What follows belongs to an exercise in optimizing a design on an open flow for a short achievable clock period and few clock cycles per item; a production flow would make more cautious choices. The RTL was checked by simulation tests, not by an equivalence proof against the original design. Power and IR drop assume default switching activity.

==> inputs of lagoon <==
## irrx
module irrx (
    input  wire        clk,
    input  wire        rst,
    input  wire        cmd_valid,
    output wire        cmd_ready,
    input  wire [31:0] cmd_data,
    output reg         rsp_valid,
    output reg  [31:0] rsp_data,
    output reg         mem_en,
    output reg         mem_we,
    output reg  [15:0] mem_addr,
    output reg  [7:0]  mem_wdata,
    input  wire [7:0]  mem_rdata
);
    localparam [3:0] E_TOVF = 4'd1, E_UNREC = 4'd2, E_FMT = 4'd3, E_SHORT = 4'd4,
                     E_UNEXP = 4'd5, E_BOVF = 4'd6, E_SMALL = 4'd7, E_NOINIT = 4'd8,
                     E_ILL = 4'd9, E_OOR = 4'd10;
    localparam [15:0] HDR_SIZE = 16'd22;
    localparam [15:0] PAY0     = 16'd26;    
    reg  rdy;
    assign cmd_ready = rdy;
    wire take = cmd_valid & rdy;
    function in_rng;
        input [14:0] v;
        input [14:0] lo;
        input [14:0] hi;
        begin
            in_rng = (v >= lo) && (v <= hi);
        end
    endfunction
    reg        su, sa, sm, se;      
    reg [15:0] cap;
    reg [15:0] capm1, capm4, capm8;
    reg [3:0]  err_kind;
    reg [14:0] lm;
    reg [2:0]  lmf;                 
    reg [14:0] ls;
    reg        lmv;
    reg [19:0] eacc;
    reg        f1, f2, f3;          
    reg [3:0]  cnt;                 
    reg [9:0]  curhot;              
    reg [9:0]  nxhot;               
    reg [9:0]  vmask;               
    reg        crep, csame;         
    reg [13:0] cbc;
    reg        bcmax;               
    reg [15:0] pend;                
    reg [15:0] pa;                  
    reg [7:0]  pb;                  
    reg        match;               
    reg [7:0]  f0b;                 
    reg [15:0] f0addr;              
    reg        payovf;              
  ...
clock: 10.0 ns
lec_check: 0
cap_margin: 20
core_margin: 2
core_utilization: 55
slew_margin: 20
standard.sh (not shown) runs the stock make flow with config.mk's settings and CLKGATE_MAP_FILE= SYNTH_SCRIPT=/design/flow/synth_recipe.tcl, a recipe that flattens the netlist after the stock synthesis.
==> flow/flow/run.sh <==
#!/bin/bash
# The standard layout, with timing repair aiming further below the clock period.
set -euo pipefail
bash standard.sh SETUP_SLACK_MARGIN=7.3 finish > standard_make.log 2>&1
==> delta (differences from lagoon) <==
CORE_UTILIZATION = 65   (was 55)
==> indigo (differences from lagoon) <==
CAP_MARGIN = 30   (was 20)
CORE_UTILIZATION = 60   (was 55)
SLEW_MARGIN = 30   (was 20)
==> notes <==
indigo completed with no timing, DRC or antenna violations. lagoon passed the timing, design-rule and antenna checks. delta finished with max-capacitance violations, max-slew violations left.
The highest utilization belongs to delta, the lowest to lagoon.
Synthesized cell count is the same in lagoon and delta.
Critical path depth is the same in indigo and delta.
The lowest first-iteration DRC count belongs to lagoon, the highest to delta.
The highest clock-buffer cell count belongs to delta, the lowest to indigo.
In flip-flop and latch count, indigo and lagoon do not differ.
Routed wire length, lowest first: indigo, delta, lagoon.
Sequential share of layout area: indigo < lagoon < delta.
==> figures <==
quantity	lagoon	delta	indigo
Status	complete, no violations	failed layout checks	complete, no violations
Layout check failures	-	max-capacitance violations, max-slew violations	-
Post-layout instance area	0.0732 mm2	0.0719 mm2	0.0735 mm2
Post-detail-place hpwl	158 mm	149 mm	150 mm
Post_cts resized	898	843	942
Initial antenna violation count	15	17	13
Min cycle time layout	3.38 ns	3.33 ns	3.28 ns
Via count	53600	55600	54100
Critical path endpoint	rsp_data[5]$_DFF_P_	wqa[1][14]$_DFFE_PP_	wqa[1][6]$_DFFE_PP_
Worst reg2reg endpoint	rsp_data[5]$_DFF_P_	mem_addr[14]$_DFF_P_	rsp_data[5]$_DFF_P_
Net switching share of the total power	24.5%	24.8%	24.7%
Number of multi-input logic gates	3776	3773	3773
Highest-delay cell along the critical path	sky130_fd_sc_hd__nor2_1	sky130_fd_sc_hd__nor4bb_4	sky130_fd_sc_hd__nor4bb_4
Fraction of final layout cells sized beyond drive strength 1	24.2%	23.2%	24.1%
Min-delay src	c0[0]$_DFF_P_	capm8_1[11]$_DFF_P_	capm8_1[4]$_DFF_P_
Biggest fanout along the worst timing path	10	6	6
Sum of buffers and inverters on the critical path	0	6	6
Stages on worst setup path	6	10	10
Crit path from	init_last$_SDFF_PP0_	cmd_data[29]	cmd_data[31]
Testbench counts of lagoon, summed over its fixed seeds: cycles 28,694, commands 28,374.
Testbench counts of delta, summed over its fixed seeds: cycles 28,694, commands 28,374.
Testbench counts of indigo, summed over its fixed seeds: cycles 28,694, commands 28,374.

==> sierra <==
Another version of the RTL of irrx (not shown whole).
export LEC_CHECK = 0
export CAP_MARGIN = 30
export CORE_MARGIN = 2
export CORE_UTILIZATION = 60
export SLEW_MARGIN = 30
create_clock -name core_clock -period 10.0 [get_ports {clk}]
Scripts as last shown in full above: flow/flow/run.sh
==> xenon: changes against sierra <==
--- a/flow/design.v
+++ b/flow/design.v
@@ -402,20 +402,19 @@
         end else begin
             fb_last   <= ev_bitok & b0;
             init_last <= ev_init;
             lead_last <= ev_lead;
             mem_en    <= 1'b1;
             mem_we    <= pop | direct;
             g3        <= ~rd_s0 & ~wq_any & ~s2_wr;
-            if (~(wqv[0] & wqv[1])) begin
+            if (push) begin
                 wqa[wqw] <= s2_wa;
                 wqd[wqw] <= s2_wd;
+                wqw      <= ~wqw;
             end
-            if (push)
-                wqw <= ~wqw;
             if (pop)
                 wqr <= ~wqr;
             wqv[0] <= (push & ~wqw) | (wqv[0] & ~(pop & ~wqr));
             wqv[1] <= (push &  wqw) | (wqv[1] & ~(pop &  wqr));
             rdy    <= ~(push | (wq_any & ~(pop & ~(wqv[0] & wqv[1]))));
             if (zmark < pend)
                 zmark <= pend;
- CORE_UTILIZATION: 60 -> 65
==> flow_metrics.py <==
metrics = {
    "place": {
        "place_ws_ns": 5.03,
    },
    "global_route": {
        "antenna_found_initial": 11,
    },
    "timing": {
        "worstMarginPinSlew_ns": 1.08,
    },
    "layout": {
        "area_growth_pct": 27.9,
    },
    "power_and_ir_drop": {
        "p_leak_nw": 26.9,
    },
    "die": {
        "start_util_pct": 60.6,
        "taps": 1265,
    },
    "synthesis": {
        "syn_inst": 5428,
    },
    "status": {
        "outcome": "no timing/DRC/antenna violations",
    },
    "setup_path": {
        "r2r_start": "cand[9]$_SDFFCE_PN0P_",
    },
}
(the above is from sierra)
==> flow_metrics.py <==
metrics = {
    "power_and_ir_drop": {
        "p_leak_nw": 26.1,
    },
    "die": {
        "start_util_pct": 65.6,
    },
    "layout": {
        "area_growth_pct": 23.9,
    },
    "timing": {
        "worstMarginPinSlew_ns": 1.25,
    },
    "place": {
        "place_ws_ns": 5.08,
    },
    "status": {
        "outcome": "no timing/DRC/antenna violations",
    },
    "setup_path": {
        "r2r_start": "curhot[9]$_SDFFCE_PN0P_",
    },
}
(the above is from xenon)
Testbench counts of sierra, summed over its fixed seeds: cycles 28,694, commands 28,374.
Testbench counts of xenon, summed over its fixed seeds: cycles 28,694, commands 28,374.

re-timing with driven ports:
How much do the figures lean on ideal ports? The routed layouts below were timed once more, with nothing changed but the port constraints. Step 1, drivers: a clkbuf_16 drives clk and a buf_2 each remaining input, both assumed. Step 2 moves the port delays by t, midway between the first and last clock arrival at a register: inputs arrive t later, outputs are due t later. That takes back most of the time a late clock gives input paths. Three values: no drivers, after step 1, after step 2; two values: the first two.
| run | shift t [ns] | setup WS [ns] | worst setup path after step 2 | clock arrival spread, ns | cell pins on the clock port's net |
|---|---|---|---|---|---|
| lagoon | 0.829 | 6.619 / 6.619 / 5.919 | input to register | 0.052 / 0.051 | 1 |
| delta | 0.805 | 6.671 / 6.690 / 5.901 | input to register | 0.041 / 0.041 | 1 |
| indigo | 0.834 | 6.717 / 6.680 / 5.917 | input to register | 0.054 / 0.055 | 1 |
| sierra | 0.813 | 6.721 / 6.673 / 6.284 | input to register | 0.070 / 0.070 | 1 |
| xenon | 0.812 | 6.625 / 6.664 / 5.854 | input to register | 0.037 / 0.036 | 1 |
For indigo, which loses most, drivers alone change the setup slack by -0.037 ns; drivers and shift together by -0.800 ns.
